From an optimization exercise on the open Yosys and OpenROAD flow, aimed at small area, a short achievable clock period and few clock cycles per item; shortcuts taken in it are not production practice.

run G:
Design wsc_px3, start of the top module:
module wsc_px3 (
    input  wire         clk,
    input  wire         rst,
    input  wire         in_valid,
    output wire         in_ready,
    input  wire         in_op,        
    input  wire [287:0] in_win,
    output reg          out_valid,
    input  wire         out_ready,
    output reg  [31:0]  out_pix
);
    wire [39:0] csx_w, csy_w;
    wire [35:0] nm_w;
    genvar c;
    generate
        for (c = 0; c < 4; c = c + 1) begin : pre
            wsc_px3_pre u (
                .v   ({in_win[256+8*c +: 8], in_win[224+8*c +: 8], in_win[192+8*c +: 8],
                       in_win[160+8*c +: 8], in_win[128+8*c +: 8], in_win[96+8*c +: 8],
                       in_win[64+8*c +: 8],  in_win[32+8*c +: 8],  in_win[8*c +: 8]}),
                .cs_X(csx_w[10*c +: 10]),
                .cs_Y(csy_w[10*c +: 10]),
                .nm  (nm_w[9*c +: 9])
            );
        end
    endgenerate
    reg         s1_valid;
    reg         s1_op;
    reg         s1_opn;       
    reg  [39:0] s1_csx, s1_csy;
    reg  [35:0] s1_nm;
    reg         k0_valid, k1_valid;
    reg  [31:0] k0_pix, k1_pix;
    assign in_ready = !k1_valid && !(k0_valid && s1_valid);
    wire accept = in_valid && in_ready;
    always @(posedge clk) begin
        if (rst)
            s1_valid <= 1'b0;
        else
            s1_valid <= accept;
    end
    always @(posedge clk) begin
        s1_op  <= in_op;
        s1_opn <= ~in_op;
        s1_csx <= csx_w;
        s1_csy <= csy_w;
        s1_nm  <= nm_w;                        
    end
    wire [31:0] res;
    generate
        for (c = 0; c < 4; c = c + 1) begin : post
            wsc_px3_post u (
                .op  (s1_op),
                .opn (s1_opn),
                .cs_X(s1_csx[10*c +: 10]),
                .cs_Y(s1_csy[10*c +: 10]),
                .nm  (s1_nm[9*c +: 9]),
                .res (res[8*c +: 8])
            );
        end
    endgenerate
    wire head_free = !out_valid || out_ready;
    always @(posedge clk) begin
        if (rst) begin
            out_valid <= 1'b0;
            k0_valid  <= 1'b0;
            k1_valid  <= 1'b0;
        end else if (head_free) begin
            out_valid <= k0_valid || s1_valid;
            k0_valid  <= k1_valid || (k0_valid && s1_valid);
            k1_valid  <= k1_valid && s1_valid;
        end else begin
  ...
==> module wsc_px3, before the edit <==
module wsc_px3 (
    input  wire         clk,
    input  wire         rst,
    input  wire         in_valid,
    output wire         in_ready,
    input  wire         in_op,        
    input  wire [287:0] in_win,
    output reg          out_valid,
    input  wire         out_ready,
    output reg  [31:0]  out_pix
);
    wire [39:0] csx_w, csy_w;
    wire [35:0] nm_w;
    genvar c;
    generate
        for (c = 0; c < 4; c = c + 1) begin : pre
            wsc_px3_pre u (
                .v   ({in_win[256+8*c +: 8], in_win[224+8*c +: 8], in_win[192+8*c +: 8],
                       in_win[160+8*c +: 8], in_win[128+8*c +: 8], in_win[96+8*c +: 8],
                       in_win[64+8*c +: 8],  in_win[32+8*c +: 8],  in_win[8*c +: 8]}),
                .cs_X(csx_w[10*c +: 10]),
                .cs_Y(csy_w[10*c +: 10]),
                .nm  (nm_w[9*c +: 9])
            );
        end
    endgenerate
    reg         s1_valid;
    reg         s1_op;
    reg         s1_opn;       
    reg  [39:0] s1_csx, s1_csy;
    reg  [35:0] s1_nm;
    reg         k0_valid, k1_valid;
    reg  [31:0] k0_pix, k1_pix;
    assign in_ready = !k1_valid && !(k0_valid && s1_valid);
    wire accept = in_valid && in_ready;
    always @(posedge clk) begin
        if (rst)
            s1_valid <= 1'b0;
        else
            s1_valid <= accept;
    end
    always @(posedge clk) begin
        s1_op  <= in_op;
        s1_opn <= ~in_op;
        s1_csx <= csx_w;
        s1_csy <= csy_w;
        s1_nm  <= nm_w;                        
    end
    wire [31:0] res;
    generate
        for (c = 0; c < 4; c = c + 1) begin : post
            wsc_px3_post u (
                .op  (s1_op),
                .opn (s1_opn),
                .cs_X(s1_csx[10*c +: 10]),
                .cs_Y(s1_csy[10*c +: 10]),
                .nm  (s1_nm[9*c +: 9]),
                .res (res[8*c +: 8])
            );
        end
    endgenerate
    wire head_free = !out_valid || out_ready;
    always @(posedge clk) begin
        if (rst) begin
            out_valid <= 1'b0;
            k0_valid  <= 1'b0;
            k1_valid  <= 1'b0;
        end else if (head_free) begin
            out_valid <= k0_valid || s1_valid;
            k0_valid  <= k1_valid || (k0_valid && s1_valid);
            k1_valid  <= k1_valid && s1_valid;
        end else begin
            k0_valid  <= k0_valid || s1_valid;
            k1_valid  <= k1_valid || (k0_valid && s1_valid);
        end
    end
    always @(posedge clk) begin
        if (head_free)
            out_pix <= k0_valid ? k0_pix : res;
        if (head_free || !k0_valid)
            k0_pix <= (head_free && k1_valid) ? k1_pix : res;
        if (head_free || !k1_valid)
            k1_pix <= res;
    end
endmodule
clock: 28.0 ns
lec_check: 0
cap_margin: 20
core_margin: 2
core_utilization: 40
cts_buf_list: sky130_fd_sc_hd__clkbuf_4 sky130_fd_sc_hd__clkbuf_8
cts_cluster_diameter: 60
cts_cluster_size: 20
slew_margin: 20
synth_hierarchical: 1
standard.sh (not shown) runs the stock make flow with config.mk's settings and CLKGATE_MAP_FILE= SYNTH_SCRIPT=/design/flow/synth_recipe.tcl, a recipe that flattens the netlist after the stock synthesis.
==> flow/flow/run.sh <==
#!/bin/bash
set -e
export BUFFER_PORTS_ARGS="-buffer_cell sky130_fd_sc_hd__buf_1"
export SETUP_SLACK_MARGIN=20.35
bash standard.sh > standard.log 2>&1
## Diff of input files: run F against run G
--- a/flow/design.v
+++ b/flow/design.v
@@ -745,9 +745,10 @@
     reg         s1_opn;       
     reg  [39:0] s1_csx, s1_csy;
     reg  [35:0] s1_nm;
-    reg         k0_valid, k1_valid;
-    reg  [31:0] k0_pix, k1_pix;
-    assign in_ready = !k1_valid && !(k0_valid && s1_valid);
+    reg  [1:0]  count;            
+    reg  [2:0]  wr_sel, rd_sel;
+    reg  [31:0] q0_pix, q1_pix, q2_pix;
+    assign in_ready = (count == 2'd0) || (count == 2'd1) || (count == 2'd2 && !s1_valid);
     wire accept = in_valid && in_ready;
     always @(posedge clk) begin
         if (rst)
@@ -775,27 +776,28 @@
             );
         end
     endgenerate
-    wire head_free = !out_valid || out_ready;
+    wire pop = out_valid && out_ready;
     always @(posedge clk) begin
         if (rst) begin
-            out_valid <= 1'b0;
-            k0_valid  <= 1'b0;
-            k1_valid  <= 1'b0;
-        end else if (head_free) begin
-            out_valid <= k0_valid || s1_valid;
-            k0_valid  <= k1_valid || (k0_valid && s1_valid);
-            k1_valid  <= k1_valid && s1_valid;
+            count  <= 2'd0;
+            wr_sel <= 3'b001;
+            rd_sel <= 3'b001;
         end else begin
-            k0_valid  <= k0_valid || s1_valid;
-            k1_valid  <= k1_valid || (k0_valid && s1_valid);
+            count <= count + {1'b0, s1_valid} - {1'b0, pop};
+            if (s1_valid)
+                wr_sel <= {wr_sel[1:0], wr_sel[2]};
+            if (pop)
+                rd_sel <= {rd_sel[1:0], rd_sel[2]};
         end
     end
     always @(posedge clk) begin
-        if (head_free)
-            out_pix <= k0_valid ? k0_pix : res;
-        if (head_free || !k0_valid)
-            k0_pix <= (head_free && k1_valid) ? k1_pix : res;
-        if (head_free || !k1_valid)
-            k1_pix <= res;
+        if (s1_valid && wr_sel[0]) q0_pix <= res;
+        if (s1_valid && wr_sel[1]) q1_pix <= res;
+        if (s1_valid && wr_sel[2]) q2_pix <= res;
+    end
+    always @* begin
+        out_valid = count != 2'd0;
+        out_pix   = ({32{rd_sel[0]}} & q0_pix) | ({32{rd_sel[1]}} & q1_pix) |
+                    ({32{rd_sel[2]}} & q2_pix);
     end
 endmodule
[summary]
- The source of the critical timing path comes out s1_csy[23] in one run and rd_sel[0] in the other, namely in run G and run F respectively.
- Maximum achievable frequency ends up lower on run G.
- Run F: done, clean on timing, DRC and antenna
- Comparing run F and run G, the lower share of cell area taken by muxes after synthesis is on run F.
- Diff run G -> run F: met3 routed wirelength increased by about 10% relative to the old numbers; clock slew seen by the registers of the worst setup and hold paths increased by 0.03 ns relative to the old numbers; routed length per instance increased by 1.2% relative to the old numbers.
Function was not checked in any run of this note: the RTL went through the layout flow alone.

-- what the ideal ports hide --
The results above use ideal ports. As a check the final layouts listed here were re-extracted and re-timed, cells and wires unchanged.
Step 1: set_driving_cell puts a clkbuf_16 on clk and a buf_2 on each other input, an assumption about the parent block.
Step 2 moves the port delays by t, midway between the first and last clock arrival at a register: inputs arrive t later, outputs are due t later. That takes back most of the time a late clock gives input paths.
a / b / c = ideal ports / drivers / drivers and shift; a / b = the first two.
| run | shift t [ns] | slack for setup (ns) | worst setup path at the end | worst data-port slew with drivers (ns) |
|---|---|---|---|---|
| run G | 0.681 | 20.142 / 20.142 / 19.974 | input to register | 0.08 |
| run F | 0.669 | 20.415 / 20.357 / 20.034 | input to register | 0.06 |
After both steps setup and hold are still met in every run listed. The setup slack of run F, which loses most, moves by -0.058 ns with the drivers and by -0.381 ns with both steps.
